This is an optimization exercise on Yosys and OpenROAD, whose aim is small area, a short achievable clock period and few clock cycles, not a production implementation.
At most, simulation tests tie the RTL to the original design; equivalence was not proved.
No functional check of the RTL was part of runs 1, 2, 5 and 6.
Power and IR drop assume default switching activity.

**design/flow/run.sh**
```bash
#!/bin/bash
# synth_recipe.tcl (not shown) runs the flow's synth.tcl, then flattens the netlist and writes it again
# the make line also repeats each setting of config.mk as NAME=value (left out here)
make -C /OpenROAD-flow-scripts/flow DESIGN_CONFIG=/design/flow/config.mk WORK_HOME=/design/flow/orfs CLKGATE_MAP_FILE= SYNTH_SCRIPT=/design/flow/synth_recipe.tcl finish
```
**design/flow/config.mk**
```make
export PLATFORM = sky130hd
export DESIGN_NAME = rlec
export DESIGN_NICKNAME = rlec
export VERILOG_FILES = /design/flow/design.v
export SDC_FILE = /design/flow/constraint.sdc
export NUM_CORES = 4
export LEC_CHECK = 0
export ABC_CLOCK_PERIOD_IN_PS = 5000
export CAP_MARGIN = 20
export CORE_MARGIN = 2
export CORE_UTILIZATION = 40
export PLACE_DENSITY = 0.6
export SETUP_SLACK_MARGIN = 4.5
export SLEW_MARGIN = 20
```
**design/flow/constraint.sdc**
```tcl
create_clock -name core_clock -period 10.0 [get_ports {clk}]
set_input_delay 2.0000 -clock core_clock [delete_from_list [all_inputs] [get_ports {clk}]]
set_output_delay 2.0000 -clock core_clock [all_outputs]
set_load 0.01 [all_outputs]
```
**design/flow/design.v**
```verilog
module rlec (
    input  wire        clk,
    input  wire        rst_n,
    input  wire [3:0]  reg_addr,
    input  wire        reg_we,
    input  wire [31:0] reg_wdata,
    output reg  [31:0] reg_rdata,
    output wire        busy,
    output wire        ibuf_req,
    output wire [15:0] ibuf_addr,
    input  wire        ibuf_gnt,
    input  wire [7:0]  ibuf_rdata,
    output wire        obuf_req,
    output wire [15:0] obuf_addr,
    output wire [7:0]  obuf_wdata,
    input  wire        obuf_gnt
);
    localparam [31:0] ID_VALUE  = 32'h524C_4543;
    localparam [3:0] R_CMD = 4'd0, R_STATUS = 4'd1, R_WIDTH = 4'd2, R_HEIGHT = 4'd3,
                     R_ATHR = 4'd4, R_MODE = 4'd5, R_INLEN = 4'd6, R_OUTCAP = 4'd7,
                     R_OUTLEN = 4'd8, R_INPOS = 4'd9, R_ID = 4'd10;
    localparam [2:0] E_NONE = 3'd0, E_PARAM = 3'd1, E_TRUNC = 3'd2, E_OVERRUN = 3'd3,
                     E_MALFORMED = 3'd5, E_OVERFLOW = 3'd6, E_ILLEGAL = 3'd7;
    localparam [1:0] F_A = 2'd1, F_B = 2'd2, F_C = 2'd3;
    localparam [1:0] S_IDLE = 2'd0, S_START = 2'd1, S_RUN = 2'd2;
    reg [15:0] width, height;
    reg [8:0]  a_thresh;
    reg [1:0]  mode;             
    reg [31:0] in_len, out_cap;
    reg [16:0] out_len, in_pos;  
    reg        st_busy, st_done;
    reg [2:0]  st_err;
    reg [1:0]  state;
    reg [1:0]  fmt;              
    reg        dec;
    reg [4:0]  mcnt;             
    reg [16:0] npix;
    reg        big;              
    reg        dv;               
    reg [7:0]  qd;               
    reg        qv;
    reg [16:0] pidx;             
    reg [6:0]  acc_val;
    reg [16:0] acc_len;
    reg        p_done;           
    reg        rdy;              
    reg [2:0]  aerr;             
    reg [1:0]  bi;               
    reg [1:0]  brem;             
    reg        sml;              
    reg        ov;               
    reg [2:0]  perr;             
    reg        e_act;
    reg [6:0]  ev;
    reg [16:0] el;
    reg [1:0]  ei;               
    reg        oreq;
    reg [7:0]  owd;
    wire run   = (state == S_RUN);
    wire start = (state == S_START);
    wire cfg_we    = reg_we && !st_busy;
    wire cmd_wr    = cfg_we && (reg_addr == R_CMD) && (reg_wdata != 32'd0);
    wire cmd_legal = (reg_wdata[31:5] == 27'd0) && (reg_wdata[3:2] == 2'd0) && (reg_wdata[1:0] != 2'd0);
    wire dim_we    = cfg_we && ((reg_addr == R_WIDTH) || (reg_addr == R_HEIGHT));
    wire        m_bit = height[mcnt[3:0]];
    wire [17:0] m_sum = {npix, 1'b0} + {2'd0, m_bit ? width : 16'd0};
    wire        m_big = m_sum[17] || (m_sum[16] && (m_sum[15:0] != 16'd0));
    wire        o_wr     = oreq && obuf_gnt;
    wire        out_free = !oreq || obuf_gnt;
    wire [16:0] out_len1 = out_len + 17'd1;
    wire        cap_eq0  = (out_len  == out_cap[16:0]);
    wire        cap_eq1  = (out_len1 == out_cap[16:0]);
    wire        e_ovf    = !dec && (o_wr ? cap_eq1 : cap_eq0);
    reg  [7:0]  e_byte;
    reg         e_rlast;         
    reg         e_last;          
    reg  [11:0] e_dec;           
    reg  [1:0]  b_k;
    wire        c_ext = (ev[3:0] == 4'd0) || (ev[3:0] == 4'd15);
    wire        c_gt  = c_ext ? (el[16:12] != 5'd0) : (el[16:4] != 13'd0);
    wire [11:0] c_n   = c_gt ? (c_ext ? 12'd4095 : 12'd15) : el[11:0];
    wire        el_one = (el == 17'd1);
    always @(*) begin
        if (el_one)                    b_k = 2'd0;
        else if (el[16:7] == 10'd0)    b_k = 2'd1;
        else if (el[16:14] == 3'd0)    b_k = 2'd2;
        else                           b_k = 2'd3;
        e_byte  = 8'd0;
        e_rlast = 1'b1;
        e_last  = 1'b1;
        e_dec   = 12'd1;
        if (dec) begin
            case (fmt)
                F_A:     e_byte = {8{ev[0]}};
                F_B:     e_byte = {ev[6:0], 1'b0};
                default: e_byte = {ev[3:0], 4'd0};
            endcase
            e_last = el_one;
        end else begin
            case (fmt)
                F_A: e_byte = {ev[0], el[6:0]};
                F_B: begin
                    e_last  = (ei == b_k);
                    e_rlast = e_last;
                    if (ei == 2'd0)
                        e_byte = {(b_k != 2'd0), ev[6:0]};
                    else begin
                        case (b_k)
                            2'd1: e_byte = el[7:0];
                            2'd2: e_byte = (ei == 2'd1) ? {2'b10, el[13:8]} : el[7:0];
                            default: case (ei)
                                    2'd1:    e_byte = {3'b110, 4'd0, el[16]};
                                    2'd2:    e_byte = el[15:8];
                                    default: e_byte = el[7:0];
                                endcase
                        endcase
                    end
                end
                default: begin
                    e_dec = c_n;
                    if (c_ext) begin
                        e_rlast = (ei == 2'd1);
                        e_byte  = (ei == 2'd0) ? {ev[3:0], c_n[11:8]} : c_n[7:0];
                    end else begin
                        e_rlast = 1'b1;
                        e_byte  = {ev[3:0], c_n[3:0]};
                    end
                    e_last = e_rlast && !c_gt;
                end
            endcase
        end
    end
    wire e_go    = run && e_act && out_free;              
    wire e_step  = e_go && !e_ovf;                        
    wire em_free = !e_act || (out_free && e_last && !e_ovf);
    wire [16:0] pidx1    = pidx + 17'd1;
    wire [16:0] acc_inc  = acc_len + 17'd1;
    wire        acc_nz   = (acc_len != 17'd0);
    wire        e_mism   = acc_nz && (qd[6:0] != acc_val);
    wire        e_cap    = (fmt == F_A) && (acc_len == 17'd124) && !e_mism;
    wire        e_need   = e_mism || e_cap;
    wire        enc_take = run && !dec && !p_done && qv && (!e_need || em_free);
    wire        enc_fin  = run && !dec && p_done && acc_nz && em_free;
    wire        enc_ovf  = run && !dec && e_go && e_ovf;
    wire        enc_end  = run && !dec && p_done && !acc_nz && !e_act && out_free;
    wire [17:0] r_diff  = {1'b0, npix} - {1'b0, acc_len};
    wire        d_over  = ov || r_diff[17];
    wire        d_bad   = (aerr != E_NONE) || (mode[0] && sml) || d_over;
    wire        d_chk   = run && dec && rdy && !p_done;
    wire        d_hand  = d_chk && !d_bad && (!acc_nz || em_free);
    wire        d_go    = run && dec && !p_done && (!rdy || d_hand);
    wire        d_trunc = (pidx >= in_len[16:0]);
    wire        dec_take = d_go && !d_trunc && qv;
    wire        dec_end = run && dec && p_done && !e_act && out_free;
    reg  [6:0]  a_val;
    reg  [16:0] a_len;
    reg  [1:0]  a_bi, a_brem;
    reg         a_sml, a_ov, a_done;
    reg  [2:0]  a_err;
    always @(*) begin
        a_val  = acc_val;
        a_len  = acc_len;
        a_bi   = bi;
        a_brem = brem;
        a_sml  = sml;
        a_ov   = ov;
        a_done = 1'b0;
        a_err  = E_NONE;
        case (fmt)
            F_A: begin
                a_val  = {6'd0, qd[7]};
                a_len  = {10'd0, qd[6:0]};
                a_sml  = (qd[6:0] == 7'd0) || (qd[6:0] > 7'd125);
                a_ov   = 1'b0;
                a_done = 1'b1;
            end
            F_B: begin
                if (bi == 2'd0) begin
                    a_val = qd[6:0];
                    a_len = 17'd1;
                    a_sml = 1'b0;
                    a_ov  = 1'b0;
                    if (!qd[7]) a_done = 1'b1;
                    else        a_bi   = 2'd1;
                end else if (bi == 2'd1) begin
                    a_bi = 2'd2;
                    if (!qd[7]) begin
                        a_len  = {10'd0, qd[6:0]};
                        a_sml  = (qd[6:1] == 6'd0);
                        a_done = 1'b1;
                    end else if (!qd[6]) begin
                        a_len  = {11'd0, qd[5:0]};
                        a_brem = 2'd1;
                    end else if (!qd[5]) begin
                        a_len  = {12'd0, qd[4:0]};
                        a_brem = 2'd2;
                    end else if (!qd[4]) begin
                        a_len  = {13'd0, qd[3:0]};
                        a_brem = 2'd3;
                    end else begin
                        a_err  = E_MALFORMED;
                        a_done = 1'b1;
                    end
                end else begin
                    a_len  = {acc_len[8:0], qd};
                    a_ov   = ov || (acc_len[16:9] != 8'd0);
                    a_bi   = 2'd3;
                    a_brem = brem - 2'd1;
                    if (bi == 2'd2) begin
                        case (brem)
                            2'd1:    a_sml = (acc_len == 17'd0) && !qd[7];
                            2'd2:    a_sml = (acc_len == 17'd0) && (qd[7:6] == 2'd0);
                            default: a_sml = (acc_len == 17'd0) && (qd[7:5] == 3'd0);
                        endcase
                    end
                    if (brem == 2'd1) a_done = 1'b1;
                end
            end
            default: begin
                a_ov = 1'b0;
                if (bi == 2'd0) begin
                    a_val = {3'd0, qd[7:4]};
                    a_len = {13'd0, qd[3:0]};
                    a_sml = (qd[3:0] == 4'd0);
                    if (qd[7:4] == 4'h0 || qd[7:4] == 4'hF) a_bi = 2'd1;
                    else a_done = 1'b1;
                end else begin
                    a_len  = {5'd0, acc_len[3:0], qd};
                    a_sml  = ({acc_len[3:0], qd} == 12'd0);
                    a_done = 1'b1;
                end
            end
        endcase
        if (a_done) a_bi = 2'd0;
    end
    wire take = enc_take || dec_take;
    wire hold = qv && !take;
    reg [7:0] qin;
    always @(*) begin
        if (dec) qin = ibuf_rdata;
        else case (fmt)
            F_A:     qin = {7'd0, ({1'b0, ibuf_rdata} >= a_thresh)};
            F_B:     qin = {1'b0, ibuf_rdata[7:1]};
            default: qin = {4'd0, ibuf_rdata[7:4]};
        endcase
    end
    wire [15:0] pidx2 = {pidx[15:1] + 15'd1, pidx[0]};
    assign ibuf_addr  = (qv && dv) ? pidx2 : ((qv || dv) ? pidx1[15:0] : pidx[15:0]);
    assign busy       = st_busy;
    assign ibuf_req   = st_busy;
    assign obuf_req   = oreq;
    assign obuf_addr  = out_len[15:0];
    assign obuf_wdata = owd;
    always @(*) begin
        case (reg_addr)
            R_STATUS: reg_rdata = {25'd0, st_err, 2'b00, st_done, st_busy};
            R_WIDTH:  reg_rdata = {16'd0, width};
            R_HEIGHT: reg_rdata = {16'd0, height};
            R_ATHR:   reg_rdata = {23'd0, a_thresh};
            R_MODE:   reg_rdata = {30'd0, mode};
            R_INLEN:  reg_rdata = in_len;
            R_OUTCAP: reg_rdata = out_cap;
            R_OUTLEN: reg_rdata = {15'd0, out_len};
            R_INPOS:  reg_rdata = {15'd0, in_pos};
            R_ID:     reg_rdata = ID_VALUE;
            default:  reg_rdata = 32'd0;
        endcase
    end
    wire bad_cap  = (out_cap[31:17] != 15'd0) || (out_cap[16] && out_cap[15:0] != 16'd0);
    wire bad_len  = (in_len[31:17] != 15'd0) || (in_len[16] && in_len[15:0] != 16'd0);
    wire zero_dim = (width == 16'd0) || (height == 16'd0);
    wire s_ok     = start && !mcnt[4] && (fmt != 2'd0) && !bad_cap && !zero_dim && !big &&
                    !(dec && (bad_len || (npix > out_cap[16:0])));
    wire s_end    = start && ((fmt == 2'd0) || (!mcnt[4] && !s_ok));
    reg  [2:0] s_err;
    always @(*) begin
        if (fmt == 2'd0)   s_err = E_ILLEGAL;
        else if (bad_cap)  s_err = E_PARAM;
        else if (zero_dim) s_err = mode[1] ? E_NONE : E_PARAM;
        else               s_err = E_PARAM;
    end
    wire       fin     = s_end || enc_ovf || enc_end || dec_end;
    wire [2:0] fin_err = s_end ? s_err : (enc_ovf ? E_OVERFLOW : (dec ? perr : E_NONE));
    wire e_load  = (enc_take && e_need) || enc_fin || (d_hand && acc_nz);
    wire ip_load = (enc_take && e_need) || enc_fin || enc_end || d_hand;
    always @(posedge clk) begin
        if (!rst_n) begin
            width    <= 16'd0;
            height   <= 16'd0;
            a_thresh <= 9'h0FF;
            mode     <= 2'd0;
            in_len   <= 32'd0;
            out_cap  <= 32'h0001_0000;
            out_len  <= 17'd0;
            in_pos   <= 17'd0;
            st_busy  <= 1'b0;
            st_done  <= 1'b0;
            st_err   <= E_NONE;
            state    <= S_IDLE;
            oreq     <= 1'b0;
        end else begin
            if (cfg_we) begin
                case (reg_addr)
                    R_WIDTH:  width    <= reg_wdata[15:0];
                    R_HEIGHT: height   <= reg_wdata[15:0];
                    R_ATHR:   a_thresh <= reg_wdata[8:0];
                    R_MODE:   mode     <= reg_wdata[1:0];
                    R_INLEN:  in_len   <= reg_wdata;
                    R_OUTCAP: out_cap  <= reg_wdata;
                    default: ;
                endcase
            end
            if (cmd_wr)    out_len <= 17'd0;
            else if (o_wr) out_len <= out_len1;
            if (cmd_wr)       in_pos <= 17'd0;
            else if (ip_load) in_pos <= pidx;
            if (cmd_wr) begin
                st_busy <= 1'b1;
                st_done <= 1'b0;
                st_err  <= E_NONE;
                state   <= S_START;
            end else if (fin) begin
                st_busy <= 1'b0;
                st_done <= 1'b1;
                st_err  <= fin_err;
                state   <= S_IDLE;
            end else if (s_ok) begin
                state   <= S_RUN;
            end
            if (e_step)                     oreq <= 1'b1;
            else if (out_free)              oreq <= 1'b0;
        end
    end
    always @(posedge clk) begin
        if (cmd_wr) begin
            fmt <= cmd_legal ? reg_wdata[1:0] : 2'd0;
            dec <= reg_wdata[4];
        end
        if (dim_we || dec_end) begin
            npix <= 17'd0;
            big  <= 1'b0;
            mcnt <= 5'h1F;
        end else if (mcnt[4]) begin
            npix <= m_sum[16:0];
            big  <= big || m_big;
            mcnt <= mcnt - 5'd1;
        end else if (d_hand && acc_nz) begin
            npix <= r_diff[16:0];
        end
        if (start) begin
            dv   <= 1'b0;
            qv   <= 1'b0;
            pidx <= 17'd0;
        end else begin
            dv <= ibuf_gnt && !hold;
            qv <= hold || dv;
            if (!hold) qd <= qin;
            if (take) pidx <= pidx1;
        end
        if (start || enc_fin || (enc_take && e_cap))
            acc_len <= 17'd0;
        else if (enc_take)
            acc_len <= e_mism ? 17'd1 : acc_inc;
        else if (dec_take)
            acc_len <= a_len;
        if (enc_take)      acc_val <= qd[6:0];
        else if (dec_take) acc_val <= a_val;
        if (start)
            p_done <= 1'b0;
        else if ((enc_take && pidx1 == npix) || (d_chk && (d_bad || (acc_nz && em_free && r_diff[16:0] == 17'd0))))
            p_done <= 1'b1;
        if (start || d_hand) rdy <= 1'b0;
        if (d_go && (d_trunc || (qv && a_done))) rdy <= 1'b1;
        if (d_go) begin
            if (d_trunc) aerr <= E_TRUNC;
            else if (qv) aerr <= a_err;
        end
        if (start) bi <= 2'd0;
        else if (dec_take) bi <= a_bi;
        if (dec_take) begin
            brem <= a_brem;
            sml  <= a_sml;
            ov   <= a_ov;
        end
        if (d_chk && d_bad) begin
            if (aerr != E_NONE)        perr <= aerr;
            else if (mode[0] && sml)   perr <= E_MALFORMED;
            else                       perr <= E_OVERRUN;
        end else if (start)
            perr <= E_NONE;
        if (start)
            e_act <= 1'b0;
        else if (e_load)
            e_act <= 1'b1;
        else if (e_step && e_last)
            e_act <= 1'b0;
        if (e_load) begin
            ev <= acc_val;
            el <= (enc_take && e_cap) ? 17'd125 : acc_len;
            ei <= 2'd0;
        end else if (e_step) begin
            if (e_rlast) begin
                ei <= 2'd0;
                el <= el - {5'd0, e_dec};
            end else
                ei <= ei + 2'd1;
        end
        if (e_step) owd <= e_byte;
    end
endmodule
```
==> impl_metrics.env, run 1 <==
export IMPL_status="timing/DRC/antenna clean"
export IMPL_placed_area_sq_mm=0.0209
export IMPL_ys_flop_type="dfxtp_1"
export IMPL_grt_pass1_vias=18200
export IMPL_antenna_found_initial=0
export IMPL_grt_max_degree=112
export IMPL_cts_buffers=35
export IMPL_fp_dieH_microns=224
export IMPL_worst_path_buf_inv=4
export IMPL_path_cells="clkdlybuf4s15_2, nand2b_4, buf_6, nor2_4, buf_12, a222oi_1, nand3_1, dlygate4sd2_1"
export IMPL_hpwlAfterDp_mm=55.2
export IMPL_clockBufferDepth=3
export IMPL_routed_via_density=6.22
export IMPL_synth_largest_area_cell="dfxtp_1"
export IMPL_grt_pass1_wl_mm=112
export IMPL_drt_first_pass_iters=10
export IMPL_p_leak_nw=8.19
export IMPL_fin_area_sq_mm=0.0225
export IMPL_crit_arrival_ns=3.59
export IMPL_vdd_ir_drop_max_mv=0.103
export IMPL_finalSetupViolCount=0
export IMPL_pwr_share_seq=0.367
export IMPL_clock_sinks=274
export IMPL_avgRoutedWirePerCell_microns=23.8
export IMPL_finalCriticalPeriod_ns=5.59
export IMPL_dr_total_vias=19300
export IMPL_core_rowCount=80
export IMPL_clock_fmax_ghz=0.179
export IMPL_start_kind="input pin"
export IMPL_whs_ns=0.473
export IMPL_grt_usage=0.289
export IMPL_fin_setup_tns_ns=0
export IMPL_hold_viol=0
export IMPL_hold_path_class="flop to flop"
export IMPL_htree_levels=2
export IMPL_clock_power_share=0.323
export IMPL_layout_drive_gt1_share=0.0778
export IMPL_antenna_left=0
export IMPL_crit_family="buffers and inverters"
export IMPL_worstPathMaxFanout=15
export IMPL_p_per_area_mw_per_mm2=180
export IMPL_synthCells=2415
export IMPL_endpoint_kind="output pin"
export IMPL_dieArea_sq_mm=0.0501
export IMPL_routed_wl_mm=73.8
export IMPL_fin_ws_ns=4.41
export IMPL_hp_start="acc_val[0]$_DFFE_PP_"
export IMPL_ys_async_sr_fraction=0
export IMPL_port_buffers=123
export IMPL_slowest_stage="a222oi_1"
export IMPL_gp_congestion=0.995
export IMPL_ys_ff_latch=274
export IMPL_overflow=0
export IMPL_drtIter0Drc=2335
export IMPL_critPathMaxStageDelay_ns=0.33
export IMPL_cp_required_ns=8.00
export IMPL_critPathKind="input pin to output pin"
export IMPL_ys_top_cells_by_area="dfxtp_1 22%, edfxtp_1 9.2%, nand2_1 7.2%"
export IMPL_combinationalPowerShare=0.311
export IMPL_holdBufCountCts=0
export IMPL_max_slew_margin=0.249
export IMPL_rsz0062_at_grt="yes"
export IMPL_reg2reg_from="el[15]$_DFFE_PP_"
export IMPL_clock_skew_ns=0.0203
export IMPL_nets=2621
export IMPL_clockRootBuffer="clkbuf_16"
export IMPL_die_x_microns=224
export IMPL_tritoncts="built"
export IMPL_yosysWarnings=1
export IMPL_drc=0
export IMPL_post_place_ws_ns=3.03
export IMPL_initial_core_util=0.405
export IMPL_layout_common_cells="367 x nand2_1, 215 x dfxtp_1, 131 x a21oi_1"
export IMPL_fin_total_pwr_w=0.00406
export IMPL_seq_area_frac_synth=0.315
export IMPL_synth_enable_flop_cells=59
export IMPL_clk_pin_slew_ns=0.05
export IMPL_final_common_cell="nand2_1"
export IMPL_clk_latency_ns=0.56
export IMPL_ios=124
export IMPL_p_int_w=0.00254
export IMPL_swShare=0.374
export IMPL_cap_violations=0
export IMPL_synth_area_sq_mm=0.0193
export IMPL_syn_area_per_cell_sq_um=8.00
export IMPL_diodes=0
export IMPL_worst_slew_pin_slew_ns=1.12
export IMPL_area_delta_synth_final_pct=16.7
export IMPL_yosys_area_top_type_share=0.223
export IMPL_drv_slew=0
export IMPL_min_period_over_period=0.559
export IMPL_critPathLaunch="reg_addr[3]"
export IMPL_switchingPower_w=0.00152
export IMPL_synthesis_nets=2570
export IMPL_ys_types=85
export IMPL_core_sq_mm=0.0477
[cell type report]
| type | count | area (sq um) |
|---|---|---|
| Clock inverter | 20 | 206 |
| Clock buffer | 43 | 970 |
| Timing Repair Buffer | 176 | 1660 |
| Multi-Input combinational cell | 1870 | 12500 |
| Tap cell | 615 | 769 |
| Sequential cell | 274 | 6080 |
| Fill cell | 4713 | 25200 |
| Inverter | 109 | 409 |
[sequential cells by signal (all words and copies together) (netlist names), 3 cells and up]
name      flops
npix         17
pidx         17
in_pos       17
qd            8
el           17
owd           8
ev            7
mcnt          5
acc_val       7
out_len      17
height       16
in_len       32
width        16
perr          3
st_err        3
a_thresh      9
out_cap      32
acc_len      17
[logic make-up after synthesis]
logic type / after synthesis / synth area share
XOR/XNOR: 124 / 0.0584
AO/OA/AOI/OAI: 685 / 0.244
multiplexers: 60 / 0.0340
AND/OR/NAND/NOR: 893 / 0.222
buffers and inverters: 272 / 0.0567
flip-flops: 274 / 0.315
adder cells (fa/ha/maj): 107 / 0.0703
[final timing paths]
kind                            slack, ns          endpoint  cells after the start
worst max-delay path                 4.41      reg_rdata[3]                      8
worst min-delay path                 0.47   ev[0]$_DFFE_PN_                      0
worst max register to register       5.31  el[16]$_DFFE_PP_                     14
worst min register to register       0.47   ev[0]$_DFFE_PN_                      0
[power groups by stage]
stage               registers [W]  clock network [W]  logic [W]
floorplan                 0.00132                  0   0.000958
global placement          0.00150                  0    0.00119
detailed placement        0.00150                  0    0.00122
CTS                       0.00148            0.00133    0.00124
global route              0.00150            0.00138    0.00139
finish                    0.00149            0.00131    0.00126
[routing by layer]
layer	wire, microns	GRT usage	share of wire	vias up
li1	-	-	-	8931
met1	30600	0.380	0.42	9127
met2	32500	0.457	0.44	1030
met3	6860	0.0637	0.093	230
met4	3770	0.123	0.051	0
met5	0	0	0	-
[Yosys cell counts (all sizes together) (6+ instances only)]
library cell  count
ha              103
a221oi           11
a222oi            9
o21a             19
clkbuf          132
o211ai           21
or3              11
nand2           370
nor3             47
inv             108
nand4            46
nor4b             7
nor4             55
o21ai           120
nor2            129
edfxtp           59
nand3            88
a21oi           135
dfxtp           215
a21o             29
xor2             39
o21bai            9
a311oi            7
a211oi           15
nor2b            22
a31oi            13
a2111o            6
and4              8
or2               9
o32ai            13
a22oi            61
a22o             28
and2             37
a221o             8
and3             12
nor3b             8
a21boi          103
nand2b           22
or4              13
mux2i            51
o31ai            26
xnor2            82
buf              31
[metrics by stage]
stage / util / std cells
CTS: 0.470 / 3099
global placement: 0.437 / 3018
detailed placement: 0.438 / 3018
finish: 0.472 / 3107
global route: 0.472 / 3107
floorplan: - / 2415
[repair_timing]
action                                  CTS  global route
buffers inserted                         17             8
gates cloned                              1             0
hold endpoints to repair                  0             0
endpoints found under the setup margin  158           112
pin swaps                                13            10
gates resized for setup                  93            24
==> run 2: changes to the inputs <==
--- a/design/flow/config.mk
+++ b/design/flow/config.mk
@@ -11,4 +11,4 @@
 export CORE_UTILIZATION = 40
 export PLACE_DENSITY = 0.6
-export SETUP_SLACK_MARGIN = 4.5
+export SETUP_SLACK_MARGIN = 5
 export SLEW_MARGIN = 20
==> run 2 against run 1 <==
  * Highest routed layer unchanged
  * Still clean
  * Critical path depth stayed put
  * Synthesized cell count did not move
  * Die area is the same
  * Via count is 3.9% higher
  * Flip-flop and latch count did not move
  * Synthesized area is the same
  * Register-to-register slack better by 0.03 ns
  * Sequential share of layout area is 1.1 points lower
  * Count of clock-buffer cells in the layout rose by 1
==> impl_metrics.env, run 2 <==
export IMPL_antenna_found_initial=0
export IMPL_initial_core_util=0.405
export IMPL_switchingPower_w=0.00155
export IMPL_synthMostInstantiatedCell="nand2_1"
export IMPL_avgRoutedWirePerCell_microns=24.2
export IMPL_die_x_microns=224
export IMPL_drt_first_pass_iters=7
export IMPL_reg_largest_list="in_len (32), out_cap (32)"
export IMPL_rsz0062_at_grt="yes"
export IMPL_overflow=0
export IMPL_numPlacedInstances=3018
export IMPL_port_buffers=123
export IMPL_path_cells="buf_8, buf_6, or2_4, nor2_4, buf_4, a222oi_1, nand3_1, buf_2"
export IMPL_start_kind="input pin"
export IMPL_fin_area_sq_mm=0.0235
export IMPL_layout_drive_gt1_share=0.127
export IMPL_ys_async_sr_fraction=0
export IMPL_core_rowCount=80
export IMPL_cap_violations=0
export IMPL_htree_levels=2
export IMPL_clock_skew_ns=0.0308
export IMPL_min_period_over_period=0.537
export IMPL_gp_congestion=0.950
export IMPL_ys_flop_type="dfxtp_1"
export IMPL_synthesis_nets=2570
export IMPL_ys_types=85
export IMPL_fp_dieH_microns=224
export IMPL_drtIter0Drc=2255
export IMPL_p_per_area_mw_per_mm2=179
export IMPL_ios=124
export IMPL_crit_arrival_ns=3.37
export IMPL_ys_ff_latch=274
export IMPL_grt_pass1_vias=18800
export IMPL_vdd_ir_drop_max_mv=0.126
export IMPL_status="timing/DRC/antenna clean"
export IMPL_drv_slew=0
export IMPL_max_slew_margin=0.349
export IMPL_hold_viol=0
export IMPL_clk_latency_ns=0.57
export IMPL_yosysWarnings=1
export IMPL_swShare=0.367
export IMPL_critPathKind="input pin to output pin"
export IMPL_hpwlAfterDp_mm=55.4
export IMPL_routed_wl_mm=77.1
export IMPL_worstPathMaxFanout=3
export IMPL_grt_pass1_wl_mm=116
export IMPL_seq_area_frac_synth=0.315
export IMPL_synth_area_sq_mm=0.0193
export IMPL_pwr_share_seq=0.352
export IMPL_clock_fmax_ghz=0.186
export IMPL_tritoncts="built"
export IMPL_hold_path_class="flop to flop"
export IMPL_synth_enable_flop_cells=59
export IMPL_n_fill_cell=4527
export IMPL_fin_ws_ns=4.63
export IMPL_rrSetupSlack_ns=5.34
export IMPL_clk_pin_slew_ns=0.05
export IMPL_combinationalPowerShare=0.310
export IMPL_cp_required_ns=8.00
export IMPL_crit_family="buffers and inverters"
export IMPL_core_sq_mm=0.0477
export IMPL_worst_slew_pin_slew_ns=0.977
export IMPL_antenna_left=0
export IMPL_dieArea_sq_mm=0.0501
export IMPL_synthCells=2415
export IMPL_worst_path_buf_inv=4
export IMPL_clockRootBuffer="clkbuf_16"
export IMPL_placed_area_sq_mm=0.0209
export IMPL_drc=0
export IMPL_final_common_cell="nand2_1"
export IMPL_critPathMaxStageDelay_ns=0.44
export IMPL_p_leak_nw=8.66
export IMPL_finalCriticalPeriod_ns=5.37
export IMPL_grt_usage=0.299
export IMPL_post_place_ws_ns=3.22
export IMPL_ys_top_cells_by_area="dfxtp_1 22%, edfxtp_1 9.2%, nand2_1 7.2%"
export IMPL_slowest_stage="a222oi_1"
export IMPL_fin_setup_tns_ns=0
export IMPL_yosys_area_top_type_share=0.223
export IMPL_p_int_w=0.00267
export IMPL_diodes=0
export IMPL_area_delta_synth_final_pct=21.8
export IMPL_layout_common_cells="366 x nand2_1, 210 x dfxtp_1, 130 x a21oi_1"
export IMPL_clock_sinks=274
export IMPL_endpoint_kind="output pin"
export IMPL_syn_area_per_cell_sq_um=8.00
export IMPL_synth_common_cells="369 x nand2_1, 215 x dfxtp_1, 135 x a21oi_1, 132 x clkbuf_1, 129 x nor2_1"
export IMPL_finalSetupViolCount=0
export IMPL_holdBufCountCts=0
export IMPL_dr_total_vias=20100
export IMPL_fin_cells=3184
export IMPL_clock_power_share=0.338
export IMPL_cts_buffers=35
export IMPL_synth_largest_area_cell="dfxtp_1"
export IMPL_routed_via_density=6.31
export IMPL_grt_max_degree=111
export IMPL_nets=2697
export IMPL_clockBufferDepth=3
## run 2: logic make-up after synthesis
| group | synth area share |
|---|---|
| AO/OA/AOI/OAI | 0.244 |
| XOR/XNOR | 0.0584 |
| adder cells (fa/ha/maj) | 0.0703 |
| buffers and inverters | 0.0567 |
| flip-flops | 0.315 |
| multiplexers | 0.0340 |
| AND/OR/NAND/NOR | 0.222 |
## run 2: what timing repair did
item	4_1_cts	5_1_grt
setup endpoints to repair	202	136
cloned	8	1
resized for setup	260	20
buffers inserted	83	10
pin swaps	54	21
## run 2: final cells by class
class                      count  area (sq um)  area share
clock buffer                  44           981      0.0417
clock inverter                20           290      0.0123
inverter                     109           413      0.0175
multi-input combinational   1875         12700       0.538
sequential                   274          6080       0.259
tap                          615           769      0.0327
timing repair buffer         247          2330      0.0990
## run 2: power by group through the flow
stage               Combinational [W]  Sequential [W]  Clock [W]
finish                        0.00131         0.00149    0.00142
global route                  0.00143         0.00149    0.00148
CTS                           0.00128         0.00147    0.00144
detailed placement            0.00124         0.00149          0
global placement              0.00121         0.00149          0
floorplan                    0.000963         0.00132          0
## run 2: metrics by stage
stage	hold slack (ns)	utilization	total power [W]
finish	0.474	0.493	0.00422
global route	0.486	0.493	0.00440
CTS	0.473	0.489	0.00419
detailed placement	0.460	0.439	0.00273
global placement	0.461	0.438	0.00270
floorplan	0.427	-	0.00229
## run 2: worst paths after layout
check	start	end	depth (start not counted)
setup / recovery	reg_addr[3]	reg_rdata[0]	8
hold / removal	acc_val[6]$_DFFE_PP_	ev[6]$_DFFE_PN_	0
setup reg to reg	mcnt[0]$_SDFFE_PP1P_	npix[16]$_SDFFE_PP0P_	16
hold reg to reg	acc_val[6]$_DFFE_PP_	ev[6]$_DFFE_PN_	0
## run 2: metal layers
| layer | vias up | GRT usage | wire length, microns |
|---|---|---|---|
| met1 | 9593 | 0.394 | 31700 |
| met3 | 272 | 0.0468 | 6490 |
| met2 | 1144 | 0.472 | 34300 |
| li1 | 9071 | - | - |
| met5 | - | 0 | 0 |
| met4 | 0 | 0.160 | 4590 |
==> run 3: changes to the inputs <==
--- a/design/flow/design.v
+++ b/design/flow/design.v
@@ -150,5 +150,5 @@
     wire        d_hand  = d_chk && !d_bad && (!acc_nz || em_free);
     wire        d_go    = run && dec && !p_done && (!rdy || d_hand);
-    wire        d_trunc = (pidx >= in_len[16:0]);
+    wire        d_trunc = (pidx == in_len[16:0]);    
     wire        dec_take = d_go && !d_trunc && qv;
     wire        dec_end = run && dec && p_done && !e_act && out_free;
==> design/flow/config.mk (replaced) <==
export PLATFORM = sky130hd
export DESIGN_NAME = rlec
export DESIGN_NICKNAME = rlec
export VERILOG_FILES = /design/flow/design.v
export SDC_FILE = /design/flow/constraint.sdc
export NUM_CORES = 4
export LEC_CHECK = 0
export CAP_MARGIN = 20
export CORE_MARGIN = 2
export CORE_UTILIZATION = 65
export PLACE_DENSITY = 0.75
export SETUP_SLACK_MARGIN = 5
export SLEW_MARGIN = 20
==> run 3 against run 2 <==
  * Clock skew rose by 0.027 ns
  * Largest cell class unchanged
  * Still clean
  * Routed wire length fell by 11%
  * Highest routed layer is now met5
  * Flip-flop and latch count did not move
==> impl_metrics.env, run 3 <==
export IMPL_synth_area_sq_mm=0.0186
export IMPL_start_kind="input pin"
export IMPL_ys_top_cells_by_area="dfxtp_1 23%, edfxtp_1 9.5%, nand2_1 7.0%"
export IMPL_core_rowCount=61
export IMPL_dieArea_sq_mm=0.0300
export IMPL_combinationalPowerShare=0.314
export IMPL_routed_wl_mm=68.9
export IMPL_clock_skew_ns=0.0573
export IMPL_reg2reg_depth=15
export IMPL_drv_slew=0
export IMPL_layout_drive_gt1_share=0.122
export IMPL_finalCriticalPeriod_ns=5.38
export IMPL_finalSetupViolCount=0
export IMPL_cp_required_ns=8.00
export IMPL_critPathMaxStageDelay_ns=0.32
export IMPL_reg_largest_list="in_len (32), out_cap (32)"
export IMPL_gp_congestion=0.986
export IMPL_numPlacedInstances=2649
export IMPL_cts_buffers=30
export IMPL_area_delta_synth_final_pct=18.5
export IMPL_seq_area_frac_synth=0.327
export IMPL_rrSetupSlack_ns=5.06
export IMPL_hpwlAfterDp_mm=45.6
export IMPL_synthMostInstantiatedCell="nand2_1"
export IMPL_core_sq_mm=0.0280
export IMPL_p_int_w=0.00235
export IMPL_overflow=0
export IMPL_multiInputGateArea_sq_mm=0.0120
export IMPL_synth_common_cells="345 x nand2_1, 215 x dfxtp_1, 146 x nor2_1, 120 x clkbuf_1, 117 x a21oi_1"
export IMPL_critPathKind="input pin to output pin"
export IMPL_ys_ff_latch=274
export IMPL_hold_viol=0
export IMPL_syn_area_per_cell_sq_um=8.11
export IMPL_reg2reg_from="mcnt[0]$_SDFFE_PP1P_"
export IMPL_endpoint_kind="output pin"
export IMPL_grt_pass1_vias=18300
export IMPL_layout_common_cells="342 x nand2_1, 211 x dfxtp_1, 141 x nor2_1"
export IMPL_swShare=0.364
export IMPL_clk_latency_ns=0.61
export IMPL_crit_arrival_ns=3.38
export IMPL_p_per_area_mw_per_mm2=167
export IMPL_cp_common_cell="buf_6"
export IMPL_drc=0
export IMPL_drtIter0Drc=3501
export IMPL_final_common_cell="nand2_1"
export IMPL_die_x_microns=173
export IMPL_synth_largest_area_cell="dfxtp_1"
export IMPL_hold_path_end="ev[6]$_DFFE_PN_"
export IMPL_grt_usage=0.427
export IMPL_synthCells=2292
export IMPL_worst_slew_pin_slew_ns=1.08
export IMPL_ys_async_sr_fraction=0
export IMPL_p_leak_nw=8.45
export IMPL_fp_dieH_microns=173
export IMPL_yosys_area_top_type_share=0.231
export IMPL_holdBufCountCts=0
export IMPL_max_slew_margin=0.271
export IMPL_synthesis_nets=2430
export IMPL_ys_flop_type="dfxtp_1"
export IMPL_min_period_over_period=0.538
export IMPL_antenna_left=0
export IMPL_slowest_stage="nor3_4"
export IMPL_clockBufferDepth=3
export IMPL_dr_total_vias=19700
export IMPL_regArea_sq_mm=0.00609
export IMPL_pwr_share_seq=0.394
export IMPL_switchingPower_w=0.00134
export IMPL_avgRoutedWirePerCell_microns=24.6
export IMPL_post_place_ws_ns=2.81
export IMPL_port_buffers=123
export IMPL_ys_types=82
export IMPL_synth_enable_flop_cells=59
export IMPL_initial_core_util=0.664
export IMPL_clockRootBuffer="clkbuf_16"
export IMPL_yosysWarnings=1
export IMPL_grt_max_degree=112
export IMPL_fin_setup_tns_ns=0
export IMPL_fin_cells=2803
export IMPL_hp_start="acc_val[6]$_DFFE_PP_"
export IMPL_worstPathMaxFanout=5
export IMPL_n_fill_cell=1901
export IMPL_hold_path_class="flop to flop"
export IMPL_min_path_cells=0
export IMPL_rsz0062_at_grt="yes"
export IMPL_vdd_ir_drop_max_mv=0.133
export IMPL_clock_sinks=274
export IMPL_clock_power_share=0.293
export IMPL_clock_fmax_ghz=0.186
export IMPL_clk_pin_slew_ns=0.06
export IMPL_tritoncts="built"
export IMPL_drt_first_pass_iters=9
export IMPL_antenna_found_initial=4
export IMPL_htree_levels=1
export IMPL_cap_violations=0
export IMPL_path_cells="buf_12, nand2b_4, buf_6, nor3_4, buf_6, a222oi_1, nand3_1, buf_2"
export IMPL_status="timing/DRC/antenna clean"
export IMPL_nets=2537
export IMPL_ios=124
export IMPL_fin_ws_ns=4.62
export IMPL_grt_pass1_wl_mm=103
export IMPL_r2r_end="big$_SDFFE_PP0P_"
export IMPL_routed_via_density=7.03
run 3: kinds of logic (layout without fill, tap and decap cells):
logic type | after synthesis | in the layout | share of synthesized area
XOR/XNOR | 151 | 151 | 0.0733
other | 0 | 4 | 0
flip-flops | 274 | 274 | 0.327
multiplexers | 53 | 53 | 0.0324
adder cells (fa/ha/maj) | 89 | 89 | 0.0611
buffers and inverters | 251 | 375 | 0.0564
AND/OR/NAND/NOR | 879 | 881 | 0.227
AO/OA/AOI/OAI | 595 | 598 | 0.223
run 3: timing repair:
item                                    4_1_cts  5_1_grt
endpoints found under the setup margin      183      162
resized for setup                           222       37
pin swaps                                    42       38
endpoints found under the hold margin         0        0
gates cloned                                  7        2
setup buffers                                51       36
run 3: metrics by stage:
stage,hold WS (ns),total power (W),utilization,cell area (sq um)
floorplan,0.440,0.00217,-,18800
global placement,0.452,0.00248,0.709,19900
detailed placement,0.461,0.00252,0.709,19900
CTS,0.487,0.00361,0.771,21600
global route,0.501,0.00383,0.787,22000
finish,0.493,0.00369,0.787,22000
run 3: worst max-delay path by stage:
stage | startpoint | end | slack, ns | cells after the start
final | reg_addr[3] | reg_rdata[7] | 4.62 | 8
after global routing | reg_addr[2] | reg_rdata[14] | 4.61 | 8
after floorplan | reg_addr[0] | reg_rdata[6] | 4.93 | 5
after detailed placement | obuf_gnt | dv$_SDFF_PP0_ | 2.81 | 12
after global placement | obuf_gnt | dv$_SDFF_PP0_ | 3.00 | 12
after CTS | reg_addr[0] | reg_rdata[7] | 4.80 | 7
run 3: metal layers:
layer | global-route usage | share of wire | routed length (microns) | up-vias
met1 | 0.547 | 0.35 | 24400 | 9180
met2 | 0.661 | 0.43 | 29600 | 1573
met5 | 0 | 0.00019 | 13 | -
met3 | 0.110 | 0.14 | 9680 | 458
met4 | 0.226 | 0.076 | 5260 | 2
li1 | - | - | - | 8504
run 3: layout make-up:
cell class                      count  share of cell area
Antenna cell                        4            0.000454
Inverter                           86              0.0146
Clock buffer                       52              0.0410
Multi-Input combinational cell   1772               0.542
Tap cell                          378              0.0215
Sequential cell                   274               0.276
Clock inverter                      2             0.00159
Timing Repair Buffer              235               0.103
run 3: power groups by stage:
| stage | registers, W | clock network (W) | logic (W) |
|---|---|---|---|
| after floorplan | 0.00131 | 0 | 0.000859 |
| after global placement | 0.00145 | 0 | 0.00103 |
| after detailed placement | 0.00145 | 0 | 0.00107 |
| after CTS | 0.00143 | 0.00107 | 0.00111 |
| after global routing | 0.00145 | 0.00112 | 0.00126 |
| final | 0.00145 | 0.00108 | 0.00116 |
run 3: worst max-delay path: cells and delay by family:
kind                   cells  cell delay, ns
AO/OA/AOI/OAI              1            0.09
buffers and inverters      4            0.61
AND/OR/NAND/NOR            3            0.67
Testbench counts of run 3, summed over its fixed seeds: cycles 399,155.
==> run 4: changes to the inputs <==
--- a/design/flow/config.mk
+++ b/design/flow/config.mk
@@ -6,8 +6,9 @@
 export NUM_CORES = 4
 export LEC_CHECK = 0
+export ABC_CLOCK_PERIOD_IN_PS = 5000
 export CAP_MARGIN = 20
 export CORE_MARGIN = 2
 export CORE_UTILIZATION = 65
 export PLACE_DENSITY = 0.75
-export SETUP_SLACK_MARGIN = 5
+export SETUP_SLACK_MARGIN = 4.7
 export SLEW_MARGIN = 20
==> run 4 against run 3 <==
  * Clock skew decreased by 0.041 ns
  * Clock power increased by 18%
  * Critical endpoint unchanged
  * Non-clock buffer count shrank 42
  * Flip-flop and latch count unchanged
  * Utilization decreased by 1.5 points
  * Highest routed layer is now met4
  * Sequential share of layout area up 0.50 points
  * Via count fell by 3.9%
  * Synthesized cell count unchanged
  * Global-route usage shrank 1.8 points
==> impl_metrics.env, run 4 <==
export IMPL_layout_drive_gt1_share=0.0936
export IMPL_fp_dieH_microns=173
export IMPL_rrSetupSlack_ns=5.00
export IMPL_rsz0062_at_grt="yes"
export IMPL_avgRoutedWirePerCell_microns=23.4
export IMPL_start_kind="input pin"
export IMPL_reg2reg_depth=13
export IMPL_clockRootBuffer="clkbuf_16"
export IMPL_critPathKind="input pin to output pin"
export IMPL_drt_first_pass_iters=14
export IMPL_max_slew_margin=0.266
export IMPL_dieArea_sq_mm=0.0300
export IMPL_clk_latency_ns=0.53
export IMPL_seq_area_frac_synth=0.327
export IMPL_grt_max_degree=113
export IMPL_endpoint_kind="output pin"
export IMPL_final_core_util=0.772
export IMPL_drv_slew=0
export IMPL_synth_area_sq_mm=0.0186
export IMPL_critPathLaunch="reg_addr[3]"
export IMPL_cp_required_ns=8.00
export IMPL_synthCells=2292
export IMPL_ios=124
export IMPL_critPathMaxStageDelay_ns=0.41
export IMPL_clock_skew_ns=0.0162
export IMPL_regArea_sq_mm=0.00608
export IMPL_hold_viol=0
export IMPL_ys_types=82
export IMPL_clk_pin_slew_ns=0.06
export IMPL_grt_usage=0.408
export IMPL_vdd_ir_drop_max_mv=0.127
export IMPL_final_common_cell="nand2_1"
export IMPL_ys_flop_type="dfxtp_1"
export IMPL_yosysWarnings=1
export IMPL_synthesis_nets=2430
export IMPL_grt_pass1_wl_mm=98.0
export IMPL_core_sq_mm=0.0280
export IMPL_dr_total_vias=18900
export IMPL_status="timing/DRC/antenna clean"
export IMPL_clock_sinks=274
export IMPL_drtIter0Drc=2748
export IMPL_synth_enable_flop_cells=59
export IMPL_p_leak_nw=8.24
export IMPL_grt_pass1_vias=17500
export IMPL_ys_async_sr_fraction=0
export IMPL_area_delta_synth_final_pct=16.3
export IMPL_cp_depth=8
export IMPL_finalSetupViolCount=0
export IMPL_diodes=0
export IMPL_antenna_found_initial=0
export IMPL_multiInputGateArea_sq_mm=0.0118
export IMPL_n_fill_cell=2043
export IMPL_ys_top_cells_by_area="dfxtp_1 23%, edfxtp_1 9.5%, nand2_1 7.0%"
export IMPL_syn_area_per_cell_sq_um=8.11
export IMPL_gp_congestion=1.01
export IMPL_overflow=0
export IMPL_fin_setup_tns_ns=0
export IMPL_p_per_area_mw_per_mm2=178
export IMPL_drc=0
export IMPL_reg_largest_list="in_len (32), out_cap (32)"
export IMPL_initial_core_util=0.664
export IMPL_tritoncts="built"
export IMPL_hpwlAfterDp_mm=44.9
export IMPL_cap_violations=0
export IMPL_finalCriticalPeriod_ns=5.41
export IMPL_synth_common_cells="345 x nand2_1, 215 x dfxtp_1, 146 x nor2_1, 120 x clkbuf_1, 117 x a21oi_1"
export IMPL_routed_wl_mm=64.6
export IMPL_crit_arrival_ns=3.41
export IMPL_cts_buffers=34
export IMPL_worstPathMaxFanout=11
export IMPL_hold_path_class="flop to flop"
export IMPL_slowest_stage="a222oi_1"
export IMPL_worst_path_buf_inv=4
export IMPL_yosys_area_top_type_share=0.231
export IMPL_reg2reg_from="fmt[0]$_SDFFCE_PN0P_"
export IMPL_cp_endpoint="reg_rdata[7]"
export IMPL_antenna_left=0
export IMPL_routed_via_density=6.86
export IMPL_worst_slew_pin_slew_ns=1.09
export IMPL_clock_fmax_ghz=0.185
export IMPL_synthMostInstantiatedCell="nand2_1"
export IMPL_crit_family="buffers and inverters"
export IMPL_htree_levels=2
export IMPL_ys_ff_latch=274
export IMPL_layout_common_cells="342 x nand2_1, 212 x dfxtp_1, 141 x nor2_1"
export IMPL_port_buffers=123
export IMPL_clockBufferDepth=3
export IMPL_die_x_microns=173
export IMPL_path_cells="buf_12, nand2b_4, nor2_4, buf_6, buf_16, a222oi_1, nand3_1, buf_2"
export IMPL_r2r_end="acc_val[6]$_DFFE_PP_"
export IMPL_nets=2496
export IMPL_core_rowCount=61
export IMPL_min_period_over_period=0.541
export IMPL_synth_largest_area_cell="dfxtp_1"
-- run 4: changes by cell type in the layout (fill, tap and decap cells not counted), moves of 7 or more --
cell / delta
buf_12: -8
clkbuf_2: +7
buf_4: -24
buf_2: -22
clkbuf_1: -7
buf_6: -11
dlygate4sd2_1: +9
-- run 4: cells by family after synthesis --
kind of cell	after synthesis	synth area share
simple gates	879	0.227
flops	274	0.327
mux	53	0.0324
buf+inv	251	0.0564
fa+ha+maj	89	0.0611
xor+xnor	151	0.0733
compound gates	595	0.223
-- run 4: power by group --
group	switching [W]	internal, W
clock network	0.000506	0.000759
registers	0.000237	0.00122
logic	0.000628	0.000504
-- run 4: worst reg2reg max path, delay by kind of cell, from the launching register on --
kind	cells	cell delay, ns
AO/OA/AOI/OAI	4	1.56
buffers and inverters	4	1.03
AND/OR/NAND/NOR	4	0.85
adder cells (fa/ha/maj)	1	0.81
flip-flops	1	0.36
-- run 4: timing repair --
item	in CTS	in global routing
setup endpoints to repair	170	90
pin swaps	20	14
cloned	4	0
hold buffers	0	0
buffers inserted	22	20
gates resized for setup	129	43
-- run 4: through the flow --
| step | std cells | setup slack [ns] | power (W) | hold WS [ns] | cell area (sq um) |
|---|---|---|---|---|---|
| 6_report | 2760 | 4.59 | 0.00385 | 0.469 | 21600 |
| 5_1_grt | 2760 | 4.59 | 0.00400 | 0.489 | 21600 |
| 4_1_cts | 2740 | 4.53 | 0.00379 | 0.474 | 21400 |
| 3_5_place_dp | 2654 | 2.72 | 0.00253 | 0.458 | 19800 |
| 3_3_place_gp | 2654 | 2.83 | 0.00249 | 0.452 | 19800 |
| 2_1_floorplan | 2292 | 4.70 | 0.00217 | 0.440 | 18600 |
-- run 4: how the worst min path moves through the flow --
| stage | cells past startpoint | end | slack [ns] | from |
|---|---|---|---|---|
| 2_1_floorplan | 1 | st_done$_SDFFE_PP0P_ | 0.44 | st_done$_SDFFE_PP0P_ |
| 3_3_place_gp | 0 | ev[1]$_DFFE_PN_ | 0.45 | acc_val[1]$_DFFE_PP_ |
| 3_5_place_dp | 0 | ev[2]$_DFFE_PN_ | 0.46 | acc_val[2]$_DFFE_PP_ |
| 4_1_cts | 0 | ev[2]$_DFFE_PN_ | 0.47 | acc_val[2]$_DFFE_PP_ |
| 5_1_grt | 0 | ev[6]$_DFFE_PN_ | 0.49 | acc_val[6]$_DFFE_PP_ |
| 6_report | 0 | ev[2]$_DFFE_PN_ | 0.47 | acc_val[2]$_DFFE_PP_ |
-- run 4: final cells by class --
class,instances,share of cell area
Multi-Input combinational cell,1769,0.544
Sequential cell,274,0.281
Timing Repair Buffer,193,0.0847
Clock buffer,49,0.0468
Tap cell,378,0.0219
Inverter,86,0.0149
Clock inverter,11,0.00619
-- run 4: per-layer routing --
layer,vias up,wire (microns),global-route usage
li1,8435,-,-
met1,8834,24500,0.552
met2,1375,28300,0.643
met3,296,8180,0.0787
met4,0,3590,0.168
met5,-,0,0
==> run 5: changes to the inputs <==
--- a/design/flow/design.v
+++ b/design/flow/design.v
@@ -252,18 +252,16 @@
     assign obuf_addr  = out_len[15:0];
     assign obuf_wdata = owd;
+    wire [15:0] rsel = 16'd1 << reg_addr;
     always @(*) begin
-        case (reg_addr)
-            R_STATUS: reg_rdata = {25'd0, st_err, 2'b00, st_done, st_busy};
-            R_WIDTH:  reg_rdata = {16'd0, width};
-            R_HEIGHT: reg_rdata = {16'd0, height};
-            R_ATHR:   reg_rdata = {23'd0, a_thresh};
-            R_MODE:   reg_rdata = {30'd0, mode};
-            R_INLEN:  reg_rdata = in_len;
-            R_OUTCAP: reg_rdata = out_cap;
-            R_OUTLEN: reg_rdata = {15'd0, out_len};
-            R_INPOS:  reg_rdata = {15'd0, in_pos};
-            R_ID:     reg_rdata = ID_VALUE;
-            default:  reg_rdata = 32'd0;
-        endcase
+        reg_rdata = ({32{rsel[R_STATUS]}} & {25'd0, st_err, 2'b00, st_done, st_busy})
+                  | ({32{rsel[R_WIDTH]}}  & {16'd0, width})
+                  | ({32{rsel[R_HEIGHT]}} & {16'd0, height})
+                  | ({32{rsel[R_ATHR]}}   & {23'd0, a_thresh})
+                  | ({32{rsel[R_MODE]}}   & {30'd0, mode})
+                  | ({32{rsel[R_INLEN]}}  & in_len)
+                  | ({32{rsel[R_OUTCAP]}} & out_cap)
+                  | ({32{rsel[R_OUTLEN]}} & {15'd0, out_len})
+                  | ({32{rsel[R_INPOS]}}  & {15'd0, in_pos})
+                  | ({32{rsel[R_ID]}}     & ID_VALUE);
     end
     wire bad_cap  = (out_cap[31:17] != 15'd0) || (out_cap[16] && out_cap[15:0] != 16'd0);
==> run 5 against run 4 <==
  * Still clean on timing, DRC and antenna
  * Register-to-register slack improved by 0.29 ns
  * Power down 4.4%
  * Clock power decreased by 7%
  * Worst setup slack gained 0.045 ns
  * Sequential power about the same
  * Sequential share of layout area fell by 0.27 points
  * Routed wire length is 1.9% higher
  * Cell area is 1.0% higher
  * Flip-flop and latch count unchanged
  * Via count is 1.5% higher
  * Synthesized cell count increased by 3.3%
  * Critical endpoint is now reg_rdata[8]
  * Largest cell class unchanged
==> impl_metrics.env, run 5 <==
export IMPL_clock_skew_ns=0.0299
export IMPL_yosys_area_top_type_share=0.227
export IMPL_critPathLaunch="reg_addr[3]"
export IMPL_pwr_share_seq=0.392
export IMPL_diodes=0
export IMPL_crit_family="buffers and inverters"
export IMPL_reg_largest_list="in_len (32), out_cap (32)"
export IMPL_layout_common_cells="357 x nand2_1, 213 x dfxtp_1, 135 x a21oi_1"
export IMPL_ys_async_sr_fraction=0
export IMPL_hpwlAfterDp_mm=47.7
export IMPL_die_x_microns=175
export IMPL_swShare=0.344
export IMPL_grt_max_degree=113
export IMPL_fin_ws_ns=4.64
export IMPL_nets=2561
export IMPL_avgRoutedWirePerCell_microns=23.3
export IMPL_hold_path_class="flop to flop"
export IMPL_layout_drive_gt1_share=0.0879
export IMPL_synth_largest_area_cell="dfxtp_1"
export IMPL_cap_violations=0
export IMPL_final_common_cell="nand2_1"
export IMPL_endpoint_kind="output pin"
export IMPL_finalCriticalPeriod_ns=5.36
export IMPL_synth_enable_flop_cells=59
export IMPL_clock_sinks=274
export IMPL_drtIter0Drc=2579
export IMPL_routed_wl_mm=65.9
export IMPL_critPathMaxStageDelay_ns=0.37
export IMPL_seq_area_frac_synth=0.321
export IMPL_drt_first_pass_iters=7
export IMPL_drv_slew=0
export IMPL_worst_path_buf_inv=4
export IMPL_slowest_stage="a222oi_1"
export IMPL_crit_arrival_ns=3.36
export IMPL_min_period_over_period=0.536
export IMPL_p_int_w=0.00242
export IMPL_tritoncts="built"
export IMPL_syn_area_per_cell_sq_um=8.00
export IMPL_worstPathMaxFanout=5
export IMPL_reg2reg_from="mcnt[0]$_SDFFE_PP1P_"
export IMPL_ys_ff_latch=274
export IMPL_grt_usage=0.414
export IMPL_ys_flop_type="dfxtp_1"
export IMPL_core_sq_mm=0.0287
export IMPL_min_path_cells=0
export IMPL_clock_power_share=0.320
export IMPL_dr_total_vias=19200
export IMPL_path_cells="buf_16, clkbuf_2, buf_4, nand2b_1, o21ai_0, a222oi_1, nand3_1, buf_2"
export IMPL_ys_types=101
export IMPL_antenna_left=0
export IMPL_placed_area_sq_mm=0.0201
export IMPL_cp_required_ns=8.00
export IMPL_synth_common_cells="358 x nand2_1, 215 x dfxtp_1, 136 x a21oi_1, 127 x clkbuf_1, 117 x o21ai_0"
export IMPL_fin_area_sq_mm=0.0218
export IMPL_core_rowCount=62
export IMPL_r2r_end="big$_SDFFE_PP0P_"
export IMPL_htree_levels=1
export IMPL_cp_depth=8
export IMPL_grt_pass1_vias=17900
export IMPL_clk_pin_slew_ns=0.06
export IMPL_yosysWarnings=1
export IMPL_combinationalPowerShare=0.288
export IMPL_synthMostInstantiatedCell="nand2_1"
export IMPL_initial_core_util=0.660
export IMPL_synthesis_nets=2505
export IMPL_hold_viol=0
export IMPL_worst_slew_pin_slew_ns=1.00
export IMPL_vdd_ir_drop_max_mv=0.137
export IMPL_gp_congestion=1.05
export IMPL_routed_via_density=6.79
export IMPL_clockBufferDepth=3
export IMPL_start_kind="input pin"
export IMPL_post_place_ws_ns=2.58
export IMPL_rrSetupSlack_ns=5.29
export IMPL_dieArea_sq_mm=0.0305
export IMPL_clock_fmax_ghz=0.187
export IMPL_area_delta_synth_final_pct=15.3
export IMPL_clk_latency_ns=0.58
export IMPL_grt_pass1_wl_mm=100
export IMPL_port_buffers=123
export IMPL_rsz0062_at_grt="yes"
export IMPL_ios=124
export IMPL_p_leak_nw=8.33
export IMPL_fin_setup_tns_ns=0
export IMPL_ys_top_cells_by_area="dfxtp_1 23%, edfxtp_1 9.4%, nand2_1 7.1%"
export IMPL_holdBufCountCts=0
export IMPL_cts_buffers=30
export IMPL_critPathKind="input pin to output pin"
export IMPL_fp_dieH_microns=175
export IMPL_reg2reg_depth=15
export IMPL_drc=0
export IMPL_max_slew_margin=0.331
export IMPL_status="timing/DRC/antenna clean"
export IMPL_cp_endpoint="reg_rdata[8]"
export IMPL_finalSetupViolCount=0
export IMPL_p_per_area_mw_per_mm2=169
export IMPL_switchingPower_w=0.00127
export IMPL_synthCells=2367
export IMPL_synth_area_sq_mm=0.0189
export IMPL_antenna_found_initial=0
export IMPL_clockRootBuffer="clkbuf_16"
export IMPL_overflow=0
[run 5: how the worst min path moves through the flow]
stage | from | endpoint | slack [ns]
after floorplan | st_done$_SDFFE_PP0P_ | st_done$_SDFFE_PP0P_ | 0.44
after global placement | acc_val[0]$_DFFE_PP_ | ev[0]$_DFFE_PN_ | 0.45
after detailed placement | acc_val[2]$_DFFE_PP_ | ev[2]$_DFFE_PN_ | 0.46
after CTS | out_cap[30]$_SDFFE_PN0P_ | out_cap[30]$_SDFFE_PN0P_ | 0.49
after global routing | in_len[20]$_SDFFE_PN0P_ | in_len[20]$_SDFFE_PN0P_ | 0.51
final | acc_val[2]$_DFFE_PP_ | ev[2]$_DFFE_PN_ | 0.49
[run 5: cell families after synthesis]
logic type	count (synthesis)	share of synthesized area
DFF	274	0.321
muxes	43	0.0264
xor gates and xnor gates	154	0.0719
and+or+nand+nor	890	0.228
AOI/OAI and AO/OA	648	0.233
buffers and inverters	269	0.0601
adders and majority gates	89	0.0600
[run 5: routing by layer]
metal	GRT usage	up-vias	share of wire
li1	-	8623	-
met1	0.549	8960	0.38
met2	0.648	1353	0.44
met3	0.0779	280	0.12
met4	0.206	0	0.060
met5	0	-	0
[run 5: cell type report]
class,instances,area [sq um]
clock buffers,37,807
repair buffers,194,1900
clock inverters,19,228
flip-flops and latches,274,6080
fillers,2154,6860
well taps,384,480
multi-input cells,1824,12000
inverters,99,372
[run 5: power groups by stage]
| stage | clock network (W) | registers [W] | logic (W) |
|---|---|---|---|
| floorplan | 0 | 0.00130 | 0.000835 |
| global placement | 0 | 0.00144 | 0.000972 |
| detailed placement | 0 | 0.00145 | 0.00101 |
| CTS | 0.00117 | 0.00143 | 0.00104 |
| global route | 0.00122 | 0.00145 | 0.00116 |
| finish | 0.00118 | 0.00144 | 0.00106 |
[run 5: what timing repair did]
action                                  4_1_cts  5_1_grt
pin swaps                                    17       12
endpoints found under the setup margin      130      125
setup buffers                                27       20
endpoints found under the hold margin         0        0
resized for setup                           121       46
gates cloned                                  0        2
[run 5: worst reg2reg max path, cell delays in order, from the launching register on]
cell,delay [ns]
dfxtp_1,0.60
mux4_2,0.57
mux4_2,0.62
and2_1,0.23
ha_1,0.21
fa_1,0.41
a21o_1,0.19
a41oi_1,0.30
a21oi_1,0.11
o21ai_0,0.23
a21oi_1,0.15
a21o_1,0.22
a21oi_1,0.18
xor2_1,0.18
nor4bb_1,0.28
o21ai_0,0.12
[run 5: through the flow]
stage / cells / power [W] / utilization / hold WS [ns]
final: 2831 / 0.00369 / 0.761 / 0.494
after detailed placement: 2726 / 0.00246 / 0.699 / 0.460
after floorplan: 2367 / 0.00214 / - / 0.441
after CTS: 2809 / 0.00363 / 0.749 / 0.489
after global routing: 2831 / 0.00382 / 0.761 / 0.514
after global placement: 2726 / 0.00242 / 0.699 / 0.453
==> run 6: changes to the inputs <==
--- a/design/flow/design.v
+++ b/design/flow/design.v
@@ -69,7 +69,6 @@
     wire        out_free = !oreq || obuf_gnt;
     wire [16:0] out_len1 = out_len + 17'd1;
-    wire        cap_eq0  = (out_len  == out_cap[16:0]);
-    wire        cap_eq1  = (out_len1 == out_cap[16:0]);
-    wire        e_ovf    = !dec && (o_wr ? cap_eq1 : cap_eq0);
+    wire [16:0] out_nxt  = oreq ? out_len1 : out_len;
+    wire        e_ovf    = !dec && (out_nxt == out_cap[16:0]);
     reg  [7:0]  e_byte;
     reg         e_rlast;         
--- a/design/flow/config.mk
+++ b/design/flow/config.mk
@@ -9,6 +9,6 @@
 export CAP_MARGIN = 20
 export CORE_MARGIN = 2
-export CORE_UTILIZATION = 65
-export PLACE_DENSITY = 0.75
+export CORE_UTILIZATION = 75
+export PLACE_DENSITY = 0.8
 export SETUP_SLACK_MARGIN = 4.7
 export SLEW_MARGIN = 20
==> run 6 against run 5 <==
  * Largest cell class unchanged
  * Die area is 13% lower
  * Critical endpoint is now reg_rdata[17]
  * Flip-flop and latch count stayed put
  * Global-route usage rose by 10 points
  * Critical path depth is 2 lower
  * Sequential share of layout area is 0.24 points higher
  * Still clean
==> impl_metrics.env, run 6 <==
export IMPL_area_delta_synth_final_pct=14.6
export IMPL_fin_setup_tns_ns=0
export IMPL_critPathKind="input pin to output pin"
export IMPL_tritoncts="built"
export IMPL_core_rowCount=58
export IMPL_synth_largest_area_cell="dfxtp_1"
export IMPL_seq_area_frac_synth=0.321
export IMPL_htree_levels=1
export IMPL_regArea_sq_mm=0.00609
export IMPL_clockBufferDepth=3
export IMPL_rrSetupSlack_ns=4.85
export IMPL_combinationalPowerShare=0.299
export IMPL_start_kind="input pin"
export IMPL_clk_latency_ns=0.59
export IMPL_switchingPower_w=0.00134
export IMPL_syn_area_per_cell_sq_um=7.97
export IMPL_hp_start="acc_val[4]$_DFFE_PP_"
export IMPL_ys_top_cells_by_area="dfxtp_1 23%, edfxtp_1 9.4%, nand2_1 7.6%"
export IMPL_synthesis_nets=2511
export IMPL_synth_enable_flop_cells=59
export IMPL_clock_fmax_ghz=0.184
export IMPL_hold_viol=0
export IMPL_finalCriticalPeriod_ns=5.42
export IMPL_antenna_found_initial=0
export IMPL_synth_common_cells="382 x nand2_1, 215 x dfxtp_1, 158 x nor2_1, 122 x clkbuf_1, 114 x a21oi_1"
export IMPL_nets=2564
export IMPL_pwr_share_seq=0.382
export IMPL_fp_dieH_microns=163
export IMPL_dieArea_sq_mm=0.0265
export IMPL_drt_first_pass_iters=12
export IMPL_ios=124
export IMPL_overflow=0
export IMPL_port_buffers=123
export IMPL_worstPathMaxFanout=10
export IMPL_hpwlAfterDp_mm=47.5
export IMPL_critPathLaunch="reg_addr[3]"
export IMPL_clock_skew_ns=0.0170
export IMPL_layout_drive_gt1_share=0.0890
export IMPL_cts_buffers=30
export IMPL_grt_usage=0.517
export IMPL_core_sq_mm=0.0250
export IMPL_min_period_over_period=0.542
export IMPL_synthCells=2373
export IMPL_clk_pin_slew_ns=0.07
export IMPL_ys_types=95
export IMPL_yosys_area_top_type_share=0.228
export IMPL_worst_slew_pin_slew_ns=1.18
export IMPL_min_path_cells=0
export IMPL_p_int_w=0.00236
export IMPL_clock_sinks=274
export IMPL_gp_congestion=1.08
export IMPL_endpoint_kind="output pin"
export IMPL_rsz0062_at_grt="yes"
export IMPL_clockRootBuffer="clkbuf_16"
export IMPL_synthMostInstantiatedCell="nand2_1"
export IMPL_die_x_microns=163
export IMPL_grt_max_degree=113
export IMPL_antenna_left=0
export IMPL_ys_ff_latch=274
export IMPL_drtIter0Drc=3885
export IMPL_r2r_end="acc_len[12]$_SDFFE_PP0P_"
export IMPL_multiInputGateArea_sq_mm=0.0120
export IMPL_vdd_ir_drop_max_mv=0.182
export IMPL_reg2reg_depth=12
export IMPL_grt_pass1_vias=19000
export IMPL_diodes=0
export IMPL_reg_largest_list="in_len (32), out_cap (32)"
export IMPL_ys_flop_type="dfxtp_1"
export IMPL_routed_via_density=7.34
export IMPL_n_fill_cell=1336
export IMPL_initial_core_util=0.758
export IMPL_grt_pass1_wl_mm=107
export IMPL_max_slew_margin=0.212
export IMPL_post_place_ws_ns=2.57
export IMPL_clock_power_share=0.319
export IMPL_p_leak_nw=8.11
export IMPL_fin_ws_ns=4.58
export IMPL_avgRoutedWirePerCell_microns=25.7
export IMPL_layout_common_cells="381 x nand2_1, 210 x dfxtp_1, 154 x nor2_1"
export IMPL_drc=0
export IMPL_status="timing/DRC/antenna clean"
export IMPL_ys_async_sr_fraction=0
export IMPL_routed_wl_mm=71.4
export IMPL_drv_slew=0
export IMPL_finalSetupViolCount=0
export IMPL_hold_path_end="ev[4]$_DFFE_PN_"
export IMPL_yosysWarnings=1
export IMPL_final_common_cell="nand2_1"
export IMPL_cp_required_ns=8.00
export IMPL_reg2reg_from="out_len[0]$_SDFFE_PP0P_"
export IMPL_synth_area_sq_mm=0.0189
export IMPL_swShare=0.363
export IMPL_dr_total_vias=20400
export IMPL_hold_path_class="flop to flop"
export IMPL_crit_arrival_ns=3.42
export IMPL_p_per_area_mw_per_mm2=171
export IMPL_cap_violations=0
-- run 6: cell type report --
type                    instances  area share
multi-input cells            1842       0.554
flip-flops and latches        274       0.281
repair buffers                187      0.0835
clock buffers                  41      0.0394
well taps                     330      0.0191
inverters                      91      0.0158
clock inverters                15     0.00785
-- run 6: per-layer routing --
layer  vias to the layer above  track usage  routed length (microns)
li1                       8588            -                        -
met1                      9247        0.631                    24100
met2                      1988        0.769                    30000
met3                       572        0.170                    10800
met4                         2        0.363                     6360
met5                         -       0.0208                       69
-- run 6: how the worst max path moves through the flow --
stage / end / slack, ns
final: reg_rdata[17] / 4.58
after floorplan: reg_rdata[8] / 4.67
after global routing: reg_rdata[17] / 4.55
after CTS: reg_rdata[23] / 4.58
after detailed placement: reg_rdata[0] / 2.57
after global placement: reg_rdata[0] / 2.55
-- run 6: what timing repair did --
| item | in CTS | in global routing |
|---|---|---|
| cloned | 6 | 3 |
| buffers inserted | 22 | 16 |
| hold buffers | 0 | 0 |
| pin swaps | 11 | 19 |
| setup endpoints to repair | 36 | 34 |
| resized for setup | 122 | 55 |
-- run 6: power by group through the flow --
stage,Combinational (W),Sequential [W],Clock [W]
after floorplan,0.000797,0.00130,0
after global placement,0.000956,0.00141,0
after detailed placement,0.00101,0.00141,0
after CTS,0.00105,0.00139,0.00116
after global routing,0.00119,0.00141,0.00120
final,0.00111,0.00141,0.00118
-- run 6: per-stage QoR --
step	std cells	hold WS, ns	power, W	utilization	instance area, sq um
after floorplan	2373	0.435	0.00209	-	18900
after global placement	2676	0.457	0.00236	0.800	20000
after detailed placement	2676	0.465	0.00242	0.800	20000
after CTS	2760	0.484	0.00359	0.856	21400
after global routing	2780	0.491	0.00381	0.868	21700
final	2780	0.484	0.00370	0.868	21700
-- run 6: logic make-up after synthesis --
group,Yosys count,share of synthesized area
buf+inv,262,0.0584
xor+xnor,174,0.0806
fa+ha+maj,89,0.0601
mux,42,0.0258
compound gates,613,0.224
flops,274,0.321
simple gates,919,0.229
-- run 6: critical path, stage by stage --
cell	delay, ns
buf_12	0.12
nand2b_4	0.16
nor3b_4	0.24
buf_6	0.18
a22o_1	0.17
clkdlybuf4s50_1	0.54

## afterwards: timing with drivers on the ports
The results above use ideal ports. As a check the final layouts listed here were re-extracted and re-timed, cells and wires unchanged. Step 1: set_driving_cell puts a clkbuf_16 on clk and a buf_2 on each other input, an assumption about the parent block. Step 2 also shifts input and output timing later by t, the mid clock arrival at the registers, as if the neighbouring blocks saw the same clock. Three values: ideal ports, drivers, drivers and shift; two values: the first two.
| run | t, ns | setup WS [ns] | worst setup path at the end | clock arrival spread, ns | worst register clock-pin slew, ns |
|---|---|---|---|---|---|
| run 1 | 0.611 | 4.410 / 4.386 / 3.993 | input to register | 0.021 / 0.020 | 0.07 / 0.07 |
| run 2 | 0.615 | 4.631 / 4.538 / 4.538 | input to output | 0.031 / 0.031 | 0.07 / 0.07 |
| run 3 | 0.631 | 4.621 / 4.532 / 4.532 | input to output | 0.058 / 0.057 | 0.07 / 0.07 |
| run 4 | 0.573 | 4.594 / 4.508 / 4.272 | input to register | 0.016 / 0.016 | 0.06 / 0.06 |
| run 5 | 0.616 | 4.639 / 4.520 / 4.393 | input to register | 0.030 / 0.030 | 0.07 / 0.07 |
| run 6 | 0.635 | 4.577 / 4.477 / 4.451 | input to register | 0.017 / 0.018 | 0.07 / 0.07 |
After both steps every run listed still meets setup and hold. For run 1, which loses most, drivers alone change the setup slack by -0.024 ns; drivers and shift together by -0.417 ns.
